Source: an optimization exercise on an open RTL-to-GDS flow (aim: small area, a short achievable clock period and few clock cycles per item). Production flows keep margins and buffers that such runs may drop. In this exercise RTL edits were held to simulation tests only and were not proved equivalent to the original. Power and IR drop assume default switching activity.

==> flow/design.v (excerpt) <==
module lzw_dec (
    input  wire       clk,
    input  wire       rst,
    input  wire       in_valid,
    input  wire [8:0] in_code,
    output wire       in_ready,
    output wire       out_valid,
    output wire [7:0] out_data,
    output wire       out_end,
    output wire       out_err,
    input  wire       out_ready
);
    localparam integer K  = 6;                  
    localparam integer CW = 3;                  
    reg [8:0] dpre [1:255];
    reg [7:0] dch  [1:255];
    reg       b_v;
    reg [8:0] b_c;
    assign in_ready = !b_v;
    wire take = in_valid && !b_v;
    localparam [1:0] H_EMPTY = 2'd0;            
    localparam [1:0] H_FRESH = 2'd1;            
    localparam [1:0] H_WALK  = 2'd2;            
    reg [1:0] hs;
    reg [8:0] node;
    reg [8:0] cur;                              
    reg [8:0] prev_code;
    reg [7:0] prev_first;
    reg       have_prev;
    reg       skip;                             
    reg [9:0] next_code;                        
    reg       cont;                             
    reg       inpass;                           
    reg [8:0] hl;                               
    reg [8:0] plen;                             
    localparam integer NS = 3;                  
    reg  [1:0]    wp, rp;
    wire [NS-1:0] full_v, last_v, end_v, err_v;
    wire [8*NS-1:0] top_v;
    wire fresh   = (hs == H_FRESH);
    wire walking = (hs == H_WALK);
    wire wfull   = full_v[wp];
    wire nx_full = next_code[9];
    wire cls_lit  = !node[8];
    wire cls_end  = (node == 9'd256);
    wire cls_dict = node[8] && (node[7:0] != 8'd0) &&
  ...
For scale: ~8400 cells after synthesis, roughly 0.18 mm² of cells after synthesis.
Settings: LEC_CHECK=0, CAP_MARGIN=20, CORE_MARGIN=2, CORE_UTILIZATION=30, SLEW_MARGIN=20; clock period 15.0 ns.
standard.sh (not shown) runs the stock make flow with config.mk's settings and CLKGATE_MAP_FILE= SYNTH_SCRIPT=/design/flow/synth_recipe.tcl, a recipe that flattens the netlist after the stock synthesis.
==> flow/flow/run.sh <==
#!/bin/bash
# The standard layout, with the timing repair steps aiming for a setup
# slack of MARGIN ns (the design's clock and constraints are unchanged).
set -euo pipefail
MARGIN=10
bash standard.sh synth > synth_make.log 2>&1
bash standard.sh SETUP_SLACK_MARGIN=$MARGIN finish > layout_make.log 2>&1
Testbench counts at the start, summed over its fixed seeds: cycles 61,994, items 61,365.
Rerun with:
ABC_CLOCK_PERIOD_IN_PS = 4500   (was default)
CORE_UTILIZATION = 45   (was 30)
What happened: Worst setup slack gains 0.088 ns. Via count hardly moves. Area after synthesis does not change. Cell area came out lower slightly.

---

The RTL this note starts from:
==> flow/design.v <==
module lzw_dec (
    input  wire       clk,
    input  wire       rst,
    input  wire       in_valid,
    input  wire [8:0] in_code,
    output wire       in_ready,
    output wire       out_valid,
    output wire [7:0] out_data,
    output wire       out_end,
    output wire       out_err,
    input  wire       out_ready
);
    localparam integer K  = 5;                  
    localparam integer CW = 3;                  
    reg [8:0] dpre [1:255];
    reg [7:0] dch  [1:255];
    reg       b_v;
    reg [8:0] b_c;
    reg       b_free;                           
    assign in_ready = b_free;
    wire take = in_valid && b_free;
    localparam [1:0] H_EMPTY = 2'd0;            
    localparam [1:0] H_FRESH = 2'd1;            
    localparam [1:0] H_WALK  = 2'd2;            
    reg [1:0] hs;
    reg [8:0] node;
    reg [8:0] node_n;                           
    reg [8:0] cur;                              
    reg [8:0] prev_code;
    reg [7:0] prev_first;
    reg       have_prev;
    reg       skip;                             
    reg [9:0] next_code;                        
    reg       cont;                             
    reg       inpass;                           
    reg [8:0] hl;                               
    reg [8:0] plen;                             
    localparam integer NS = 3;                  
    reg  [1:0]    wp, rp;
    wire [NS-1:0] full_v, last_v, end_v, err_v;
    wire [8*NS-1:0] top_v;
    wire fresh   = (hs == H_FRESH);
    wire walking = (hs == H_WALK);
    wire wfull   = full_v[wp];
    wire nx_full = next_code[9];
    wire cls_lit  = !node[8];
    wire cls_end  = (node == 9'd256);
    wire cls_dict = node[8] && (node[7:0] != 8'd0) &&
                    (nx_full || (node[7:0] < next_code[7:0]));
    wire cls_kwk  = node[8] && !nx_full && (node[7:0] == next_code[7:0]) && have_prev;
    wire cls_bad  = node[8] && !cls_end && !cls_dict && !cls_kwk;
    reg        wv;
    reg [7:0]  wa;
    reg [8:0]  wd_pre;
    reg [7:0]  wd_ch;
    reg        byp;
    wire       kwk_hop = fresh && cls_kwk;
    wire [8:0] hp  = kwk_hop ? prev_code  : byp ? wd_pre : dpre[node[7:0]];
    wire [7:0] hch = kwk_hop ? prev_first : byp ? wd_ch  : dch[~node_n[7:0]];
    wire       at_root = !hp[8];
    wire go_fresh = fresh && !skip && !wfull;
    wire f_end    = go_fresh && (cls_end || cls_bad);
    wire f_lit    = go_fresh && cls_lit;
    wire f_hop    = go_fresh && (cls_dict || cls_kwk);
    wire w_hop    = walking && (inpass || !wfull);
    wire hop      = f_hop || w_hop;
    wire p1_done  = hop && !cont && at_root;
    wire c_done   = hop && cont && (hl == 9'd1);
    wire pass_done = p1_done || c_done || f_lit || f_end;
    wire [8:0] hops1  = fresh ? 9'd0 : hl;      
    wire [8:0] len1   = hops1 + 9'd2;           
    wire       long1  = (len1 > K + 1);
    wire       more   = (plen > K);
    wire [8:0] cc     = fresh ? node : cur;
    wire adv = (hs == H_EMPTY) || (fresh && skip) || f_lit || f_end ||
               (p1_done && !long1) || (c_done && !more);
    wire [7:0] root = cls_lit ? node[7:0] : hp[7:0];
    reg [8:0] node_d;
    always @* begin
        node_d = node;
        if (adv) begin
            if (b_v)       node_d = b_c;
            else if (take) node_d = in_code;
        end else if (p1_done || c_done) begin
            node_d = cc;
        end else if (hop) begin
            node_d = hp;
        end
    end
    always @(posedge clk) begin
        if (wv) begin
            dpre[wa] <= wd_pre;
            dch[wa]  <= wd_ch;
        end
    end
    always @(posedge clk) begin
        if (rst) wv <= 1'b0;
        else     wv <= !nx_full;
        wa     <= next_code[7:0];
        wd_pre <= prev_code;
        wd_ch  <= root;
    end
    wire eq_b    = (b_c[7:0]     == next_code[7:0]);
    wire eq_in   = (in_code[7:0] == next_code[7:0]);
    wire eq_cc   = (cc[7:0]      == next_code[7:0]);
    wire eq_node = (node[7:0]    == next_code[7:0]);
    always @(posedge clk) begin
        if (rst || nx_full)
            byp <= 1'b0;
        else if (adv)
            byp <= b_v ? eq_b : eq_in;
        else if (p1_done || c_done)
            byp <= eq_cc;
        else if (hop)
            byp <= 1'b0;
        else
            byp <= eq_node;
    end
    reg       o_v, o_e, o_r, s_v, s_e, s_r;
    reg [7:0] o_d, s_d;
    assign out_valid = o_v;
    assign out_data  = o_d;
    assign out_end   = o_e;
    assign out_err   = o_r;
    wire       rfull  = full_v[rp];
    wire       t_end  = end_v[rp];
    wire       t_err  = err_v[rp];
    wire [7:0] t_dat  = top_v[8*rp +: 8];
    wire       pop    = rfull && !s_v;
    wire       pop_last = pop && last_v[rp];
    wire set_head = f_lit || f_end || (hop && !cont);
    wire start_ok = fresh && !skip;
    genvar gi;
    generate
        for (gi = 0; gi < NS; gi = gi + 1) begin : g_slot
            lzw_slot #(.K(K), .CW(CW)) u_slot (
                .clk(clk), .rst(rst),
                .sel(wp == gi), .push(hop), .hch(hch),
                .set_head(set_head), .hd(root),
                .s_end(start_ok && (cls_end || cls_bad)), .s_err(cls_bad),
                .fin(pass_done && wp == gi),
                .pop(pop && rp == gi),
                .full(full_v[gi]), .last(last_v[gi]), .t_end(end_v[gi]), .t_err(err_v[gi]),
                .top(top_v[8*gi +: 8]));
        end
    endgenerate
    always @(posedge clk) begin
        if (rst) begin
            b_v <= 1'b0; b_free <= 1'b1; b_c <= 9'd0;
            hs <= H_EMPTY; node <= 9'd0; node_n <= 9'h1ff; cur <= 9'd0;
            prev_code <= 9'd0; prev_first <= 8'd0; have_prev <= 1'b0;
            skip <= 1'b0; next_code <= 10'd257;
            cont <= 1'b0; inpass <= 1'b0; hl <= 9'd0; plen <= 9'd0;
            wp <= 2'd0; rp <= 2'd0;
            o_v <= 1'b0; o_e <= 1'b0; o_r <= 1'b0; o_d <= 8'd0;
            s_v <= 1'b0; s_e <= 1'b0; s_r <= 1'b0; s_d <= 8'd0;
        end else begin
            node   <= node_d;
            node_n <= ~node_d;
            if (adv) begin
                if (b_v) begin
                    hs <= H_FRESH; b_v <= 1'b0; b_free <= 1'b1;
                end else if (take) begin
                    hs <= H_FRESH;
                end else begin
                    hs <= H_EMPTY;
                end
            end else begin
                if (take) begin
                    b_c <= in_code; b_v <= 1'b1; b_free <= 1'b0;
                end
                if (p1_done || c_done || hop) hs <= H_WALK;
            end
            if (fresh && skip && cls_end) skip <= 1'b0;
            if (f_hop) cur <= node;
            if (hop) inpass <= !pass_done;
            if (f_hop && !p1_done) begin
                hl <= 9'd1; cont <= 1'b0;
            end else if (w_hop && !cont && !p1_done) begin
                hl <= hl + 9'd1;
            end else if (p1_done && long1) begin
                cont <= 1'b1; plen <= len1 - (K + 1); hl <= len1 - (K + 1);
            end else if (c_done) begin
                if (more) begin
                    plen <= plen - K; hl <= plen - K;
                end else begin
                    cont <= 1'b0;
                end
            end else if (hop && cont) begin
                hl <= hl - 9'd1;
            end
            if (f_end) begin
                next_code <= 10'd257; have_prev <= 1'b0;
                if (cls_bad) skip <= 1'b1;
            end
            if (set_head) prev_first <= root;
            if (f_lit || p1_done) begin
                prev_code  <= cc;
                have_prev  <= 1'b1;
                if (have_prev && !nx_full) next_code <= next_code + 10'd1;
            end
            if (pass_done) wp <= (wp == NS - 1) ? 2'd0 : wp + 2'd1;
            if (pop_last)  rp <= (rp == NS - 1) ? 2'd0 : rp + 2'd1;
            if (o_v && !out_ready) begin
                if (pop) begin
                    s_v <= 1'b1; s_d <= t_dat; s_e <= t_end; s_r <= t_err;
                end
            end else begin
                if (s_v) begin
                    o_v <= 1'b1; o_d <= s_d; o_e <= s_e; o_r <= s_r; s_v <= 1'b0;
                end else if (pop) begin
                    o_v <= 1'b1; o_d <= t_dat; o_e <= t_end; o_r <= t_err;
                end else begin
                    o_v <= 1'b0;
                end
            end
        end
    end
endmodule
module lzw_slot #(
    parameter integer K  = 5,
    parameter integer CW = 3
) (
    input  wire       clk,
    input  wire       rst,
    input  wire       sel,                      
    input  wire       push,                     
    input  wire [7:0] hch,
    input  wire       set_head,                 
    input  wire [7:0] hd,
    input  wire       s_end,                    
    input  wire       s_err,
    input  wire       fin,                      
    input  wire       pop,
    output reg        full,
    output wire       last,
    output reg        t_end,
    output reg        t_err,
    output wire [7:0] top
);
    reg [8*K-1:0] st;
    reg [CW-1:0]  cnt;
    reg [7:0]     head;
    reg           has_head;
    assign top  = has_head ? head : st[7:0];
    assign last = has_head ? (cnt == 0) : (cnt == 1);
    wire [CW:0] c1 = cnt + 1'b1;
    wire        wr = sel && !full;
    always @(posedge clk) begin
        if (wr && push)              st <= {st[8*K-9:0], hch};
        else if (pop && !has_head)   st <= {8'd0, st[8*K-1:8]};
        if (wr && set_head)          head <= hd;
        if (wr) begin
            t_end <= s_end; t_err <= s_err;
        end
    end
    always @(posedge clk) begin
        if (rst) begin
            full <= 1'b0; cnt <= 0; has_head <= 1'b0;
        end else begin
            if (wr && fin) full <= 1'b1;
            if (wr && set_head) has_head <= 1'b1;
            if (wr && push) cnt <= (c1 > K) ? K[CW-1:0] : c1[CW-1:0];
            if (pop) begin
                if (has_head) has_head <= 1'b0;
                else          cnt <= cnt - 1'b1;
                if (last)     full <= 1'b0;
            end
        end
    end
endmodule
clock: 15.0 ns
lec_check: 0
cap_margin: 10
core_margin: 2
core_utilization: 50
cts_cluster_diameter: 110
cts_cluster_size: 22
slew_margin: 10
==> flow/flow/run.sh <==
#!/bin/bash
# The standard layout, with the timing repair steps aiming for a setup
# slack of MARGIN ns (the design's clock and constraints are unchanged).
set -euo pipefail
MARGIN=10.55
bash standard.sh synth > synth_make.log 2>&1
bash standard.sh SETUP_SLACK_MARGIN=$MARGIN finish > layout_make.log 2>&1
Testbench counts at the start, summed over its fixed seeds: cycles 61,994, items 61,365.
Then changed:
Settings changed: CTS_CLUSTER_DIAMETER 110 to 120, CTS_CLUSTER_SIZE 22 to 25.
- power goes down by 0.77%
- wire length stays flat
- synthesized area does not change
- setup slack improves by 60 ps

---

Another version of the RTL of lzw_dec (not shown whole).
Size in the first run: ~4600 flip-flops, about 25 I/O pins, about 180000 µm² of cells after synthesis.
export LEC_CHECK = 0
export CAP_MARGIN = 10
export CORE_MARGIN = 2
export CORE_UTILIZATION = 58
export CTS_CLUSTER_DIAMETER = 120
export CTS_CLUSTER_SIZE = 25
export SLEW_MARGIN = 10
create_clock -name core_clock -period 15.0 [get_ports {clk}]
Scripts as last shown in full above: flow/flow/run.sh
The baseline went through all stages and came out clean.
Testbench counts at the start, summed over its fixed seeds: cycles 61,994, items 61,365.
Change:
--- a/flow/flow/run.sh
+++ b/flow/flow/run.sh
@@ -5 +5 @@
-MARGIN=10.55
+MARGIN=10.5
CAP_MARGIN = 20   (was 10)
CORE_UTILIZATION = 50   (was 58)
SLEW_MARGIN = 20   (was 10)
Result: Hold slack is worse by 0.0051 ns. Register-to-register slack got worse by 0.02 ns. Area after synthesis is unchanged. Count of clock-buffer cells in the layout stays the same. Total power falls by 0.55%. Sequential share of layout area hardly moves.
Change:
--- a/flow/flow/run.sh
+++ b/flow/flow/run.sh
@@ -5 +5 @@
-MARGIN=10.5
+MARGIN=10.55
CAP_MARGIN = 10   (was 20)
SLEW_MARGIN = 10   (was 20)
What happened: The new run went through all stages and came out clean; power grows by 0.80%; wire length grows by 1.3%; flip-flop and latch count does not change; die area is unchanged; worst hold slack barely changes; synthesized area does not change; cell count grows by 0.63%; non-clock buffer count grows by 56; register-to-register slack improved by 0.098 ns; design area grows by 0.50%.

-- re-timing with driven ports --
The flow's constraints put no driver on any port. The routed layouts listed below were extracted and timed again, unchanged, in two steps.
Step 1 (the two cells are an assumption about what drives the block):
set clk [get_ports {clk}]
set_driving_cell -lib_cell sky130_fd_sc_hd__clkbuf_16 $clk
set_driving_cell -lib_cell sky130_fd_sc_hd__buf_2 [delete_from_list [all_inputs] $clk]
Step 2 times the ports against the registers' clock, not the clock port: input delays grow and output delays shrink by t, the midpoint of the rising clock arrivals with the driver on.
Three values: ideal ports, drivers, drivers and shift; two values: the first two.
run | t (ns) | slack for setup (ns) | clock arrival spread, ns | pins driven straight from the clock port
the first run of note 1 | 1.117 | 9.828 / 9.828 / 9.672 | 0.130 / 0.130 | 1
the second run of note 1 | 1.079 | 9.917 / 9.917 / 9.888 | 0.090 / 0.090 | 1
the first run of note 2 | 1.078 | 10.437 / 10.402 / 9.790 | 0.086 / 0.086 | 1
the second run of note 2 | 1.057 | 10.497 / 10.412 / 9.727 | 0.095 / 0.096 | 1
the first run of note 3 | 1.030 | 10.404 / 10.404 / 9.848 | 0.055 / 0.055 | 1
the second run of note 3 | 1.085 | 10.388 / 10.388 / 9.721 | 0.059 / 0.060 | 1
the third run of note 3 | 1.076 | 10.486 / 10.403 / 9.728 | 0.078 / 0.078 | 1
After both steps setup and hold are still met in every run listed. For the second run of note 2, which loses most, drivers alone change the setup slack by -0.085 ns; drivers and shift together by -0.770 ns.
